Source: an optimization exercise on an open RTL-to-GDS flow (aim: small area, a short achievable clock period and few clock cycles). Production flows keep margins and buffers that such runs may drop. Where RTL was checked, it was by simulation tests only, not by an equivalence proof against the original. Power is estimated from default activity; no workload was simulated.

==> inputs of build 12 <==
==> flow/design.v (excerpt) <==
module th_core (
    input  wire        clk,
    input  wire        rst,           
    input  wire        run_start,
    input  wire [31:0] run_budget,    
    output wire        busy,
    output reg         done,
    output wire [31:0] consumed,
    output reg         refused,
    input  wire        host_wr,
    input  wire [4:0]  host_idx,
    input  wire [15:0] host_wdata,
    input  wire        di_req,
    input  wire [1:0]  irq_line,      
    output wire [31:0] pc_o,
    output wire [31:0] st_o,
    output wire        intout,
    output wire        mem_req,
    output wire        mem_we,
    output wire [27:0] mem_addr,
    output wire [15:0] mem_wdata,
    input  wire        mem_ready,
    input  wire [15:0] mem_rdata
);
export LEC_CHECK = 0
export CAP_MARGIN = 20
export CORE_MARGIN = 2
export CORE_UTILIZATION = 50
export CTS_BUF_LIST = sky130_fd_sc_hd__clkbuf_8
export PLACE_DENSITY = 0.65
export SLEW_MARGIN = 20
export TNS_END_PERCENT = 5
create_clock -name core_clock -period 12.0 [get_ports {clk}]
standard.sh (not shown) runs the stock make flow with config.mk's settings and CLKGATE_MAP_FILE= SYNTH_SCRIPT=/design/flow/synth_recipe.tcl, a recipe that flattens the netlist after the stock synthesis.
==> flow/flow/run.sh <==
#!/bin/bash
set -euo pipefail
bash standard.sh SETUP_SLACK_MARGIN=8 "BUFFER_PORTS_ARGS=-buffer_cell sky130_fd_sc_hd__buf_4" finish > orfs_make.log 2>&1
==> trial 64 (differences from build 12) <==
--- a/flow/design.v
+++ b/flow/design.v
@@ -89,12 +89,13 @@
     reg        pend_hi, pend_di, pend_wv;
     reg [15:0] io [0:31];
     reg        k_movi, k_addi, k_dsj, k_stl, k_ldl, k_stw, k_ldw, k_jmpa;    
     reg [3:0]  rn;                    
     reg [31:0] an;                    
     reg [15:0] lo;                    
+    reg [15:0] wdata;                 
     reg [3:0]  vsel;                  
     reg        nocheck;               
     reg        wb_addi;               
     reg        ioph;                  
     reg [15:0] io_q;
     reg [27:0] abus;                  
@@ -106,15 +107,12 @@
     assign st_o   = st;
     assign intout = io[15][7];
     assign consumed  = budget;         
     assign mem_req   = a_en & ~a_io;
     assign mem_we    = a_we;
     assign mem_addr  = abus;
-    wire [15:0] wdata = sD1   ? an[15:0]  : sD2   ? an[31:16] :
-                        sINT1 ? pc[15:0]  : sINT2 ? pc[31:16] :
-                        sINT4 ? st[15:0]  : st[31:16];
     assign mem_wdata = wdata;
     wire [15:0] intpend = {4'b0, pend_wv, pend_di, pend_hi, 6'b0, irq_line[1], irq_line[0], 1'b0};
     wire [15:0] irq     = intpend & io[17];
     wire        nmi     = io[16][8];
     wire        mirq    = st[IE_BIT] & (irq[9] | irq[10] | irq[11] | irq[1] | irq[2]);
     reg [3:0] sel_vsel;
@@ -127,13 +125,13 @@
         else              sel_vsel = 4'hD;    
     end
     wire        ok      = a_en & (a_io ? (a_we | ioph) : mem_ready);
     wire [15:0] rd      = a_io ? io_q : mem_rdata;
     wire [4:0]  acc_idx = abus[4:0];
     wire [31:0] cons      = budget - icounter;
-    wire [31:0] total_rep = total + cons;
+    wire [31:0] total_rep = total + budget - icounter;
     reg [15:0] io_rdata;
     always @(*) begin
         if (acc_idx == 5'd18)      io_rdata = intpend;
         else if (acc_idx == 5'd30) io_rdata = total_rep[19:4];
         else                       io_rdata = io[acc_idx];
     end
@@ -174,18 +172,19 @@
             if (i != 18 && i != 30 && (rst || (io_wr && io_widx == i))) io[i] <= io_wd_r;
         if (nmi_clr) io[16][8] <= 1'b0;
     end
     wire charge = (f_take & r_one)
                 | (ok & ((sO1 & (k_addi | k_dsj)) | (sO2 & (k_movi | k_jmpa))
                        | (sD1 & (k_ldw | k_stw)) | sD2 | sR4 | sINT7));
-    wire [4:0]  cost    = sF ? 5'd1 : sO1 ? ((k_dsj & dsj_taken) ? 5'd3 : 5'd2) :
-                          (sO2 | sD1) ? 5'd3 : sD2 ? 5'd4 : sR4 ? 5'd8 : 5'd16;
+    wire [4:0]  cost    = sF ? 5'd1 : sO1 ? 5'd2 : (sO2 | sD1) ? 5'd3 : sD2 ? 5'd4 : sR4 ? 5'd8 : 5'd16;
     wire [31:0] icnt_c  = icounter - {27'd0, cost};
+    wire [31:0] icnt_c3 = icounter - 32'd3;
     wire [31:0] ncost   = 32'd0 - {27'd0, cost};
+    wire        take3   = sO1 & k_dsj & dsj_taken;
     wire [31:0] icnt_next = halt_zero ? (charge ? ncost : 32'd0)
-                          : charge ? icnt_c : icounter;
+                          : charge ? (take3 ? icnt_c3 : icnt_c) : icounter;
     wire [27:0] pcw_inc  = pc[31:4] + 28'd1;
     wire [27:0] abus_inc = abus + 28'd1;
     wire [27:0] dsj_tgt  = pcw_inc + {{12{rd[15]}}, rd};
     wire        br_take  = sO1 & k_dsj & dsj_taken;    
     wire [31:0] rdlo     = {rd, lo};
     localparam A_HOLD = 0, A_PC = 1, A_PCI = 2, A_TGT = 3, A_RDLO = 4, A_INC = 5,
@@ -287,12 +286,13 @@
             k_stw     <= 1'b0;
             k_ldw     <= 1'b0;
             k_jmpa    <= 1'b0;
             rn        <= 4'd0;
             an        <= 32'd0;
             lo        <= 16'd0;
+            wdata     <= 16'd0;
             vsel      <= 4'd0;
             nocheck   <= 1'b0;
             wb_addi   <= 1'b0;
             ioph      <= 1'b0;
             io_q      <= 16'd0;
             done      <= 1'b0;
@@ -367,16 +367,22 @@
                 lo <= rd;
                 pc <= {pcw_inc, 4'b0};
                 if (k_addi) wb_addi <= 1'b1;
             end
             if (sO2 && ok) begin
                 pc    <= k_jmpa ? rdlo : {pcw_inc, 4'b0};
+                wdata <= an[15:0];
             end
             if (sD1 && ok) begin
                 lo    <= rd;
+                wdata <= an[31:16];
             end
+            if (sINT0)        wdata <= pc[15:0];
+            if (sINT1 && ok)  wdata <= pc[31:16];
+            if (sINT3)        wdata <= st[15:0];
+            if (sINT4 && ok)  wdata <= st[31:16];
             if (sINT5 && ok)  st    <= ST_INIT;
             if (sINT6 && ok)  lo    <= rd;
             if (sINT7 && ok) begin
                 pc      <= rdlo;
                 nocheck <= 1'b1;
             end
CORE_UTILIZATION = 40   (was 50)
CTS_BUF_LIST = default   (was sky130_fd_sc_hd__clkbuf_8)
PLACE_DENSITY = default   (was 0.65)
==> run notes <==
item                                                                         trial 64                   build 12
Aggregate routed wire length                                               259,800 um                 255,300 um
Part of the total power dissipated in sequential elements                       46.0%                      48.1%
GR Layer Usage met2                                                            46.29%                     60.28%
Start point of the critical path                                         mem_rdata[0]                      S[13]
Die span in y                                                                391.7 um                   347.7 um
Relative slew slack                                                            24.49%                     22.04%
Number of gates on the worst path with buffers counted                             17                         11
Insertion delay to the later sink of the worst-skew pair                      0.81 ns                    1.00 ns
Global-route met1 utilization                                                  44.07%                     52.92%
Clk power                                                                     4.20 mW                    3.66 mW
Number of storage elements in the synthesis netlist                             1,296                      1,280
Flop-to-flop setup slack                                                      7.24 ns                    7.05 ns
Status                                                        complete, no violations    complete, no violations
Synthesized Nets                                                                5,470                      5,374
Internal power summed over all cells                                         8.239 mW                   7.599 mW
Delay of the slowest critical-path stage                                      0.37 ns                    0.43 ns
Critical path endpoint category                                             flip-flop                 output pin
Via density per instance                                                        6.492                      6.898
Total core area                                                         149,600 sq um              117,600 sq um
Largest fanout of any net on the critical path                                      3                          6
Clock-cell share of area                                                       5.833%                     5.350%
Std-Cell Rows                                                                     142                        126
Arrival time reported for the critical path endpoint                          5.68 ns                    3.12 ns
Clock root buffer                                          sky130_fd_sc_hd__clkbuf_16  sky130_fd_sc_hd__clkbuf_8
Testbench counts of trial 64, summed over its fixed seeds: cycles 182,188.
Only the layout flow was run in build 12; the RTL was not checked for function there.

-- separate check: timing with driven ports --
The flow's constraints put no driver on any port. The routed layouts listed below were extracted and timed again, unchanged, in two steps. Step 1 assumes that a clkbuf_16 drives the clock port and a buf_2 every other input. Step 2 times the ports against the registers' clock, not the clock port: input delays grow and output delays shrink by t, the midpoint of the rising clock arrivals with the driver on. a / b / c = ideal ports / drivers / drivers and shift; a / b = the first two.
run	t, ns	slack for setup (ns)	hold slack, ns
build 12	1.056	6.479 / 6.395 / 6.097	0.460 / 0.460 / 0.460
trial 64	0.863	7.039 / 7.064 / 6.201	0.451 / 0.451 / 0.451
After both steps setup and hold are still met in every run listed. For trial 64, which loses most, drivers alone change the setup slack by +0.025 ns; drivers and shift together by -0.838 ns.
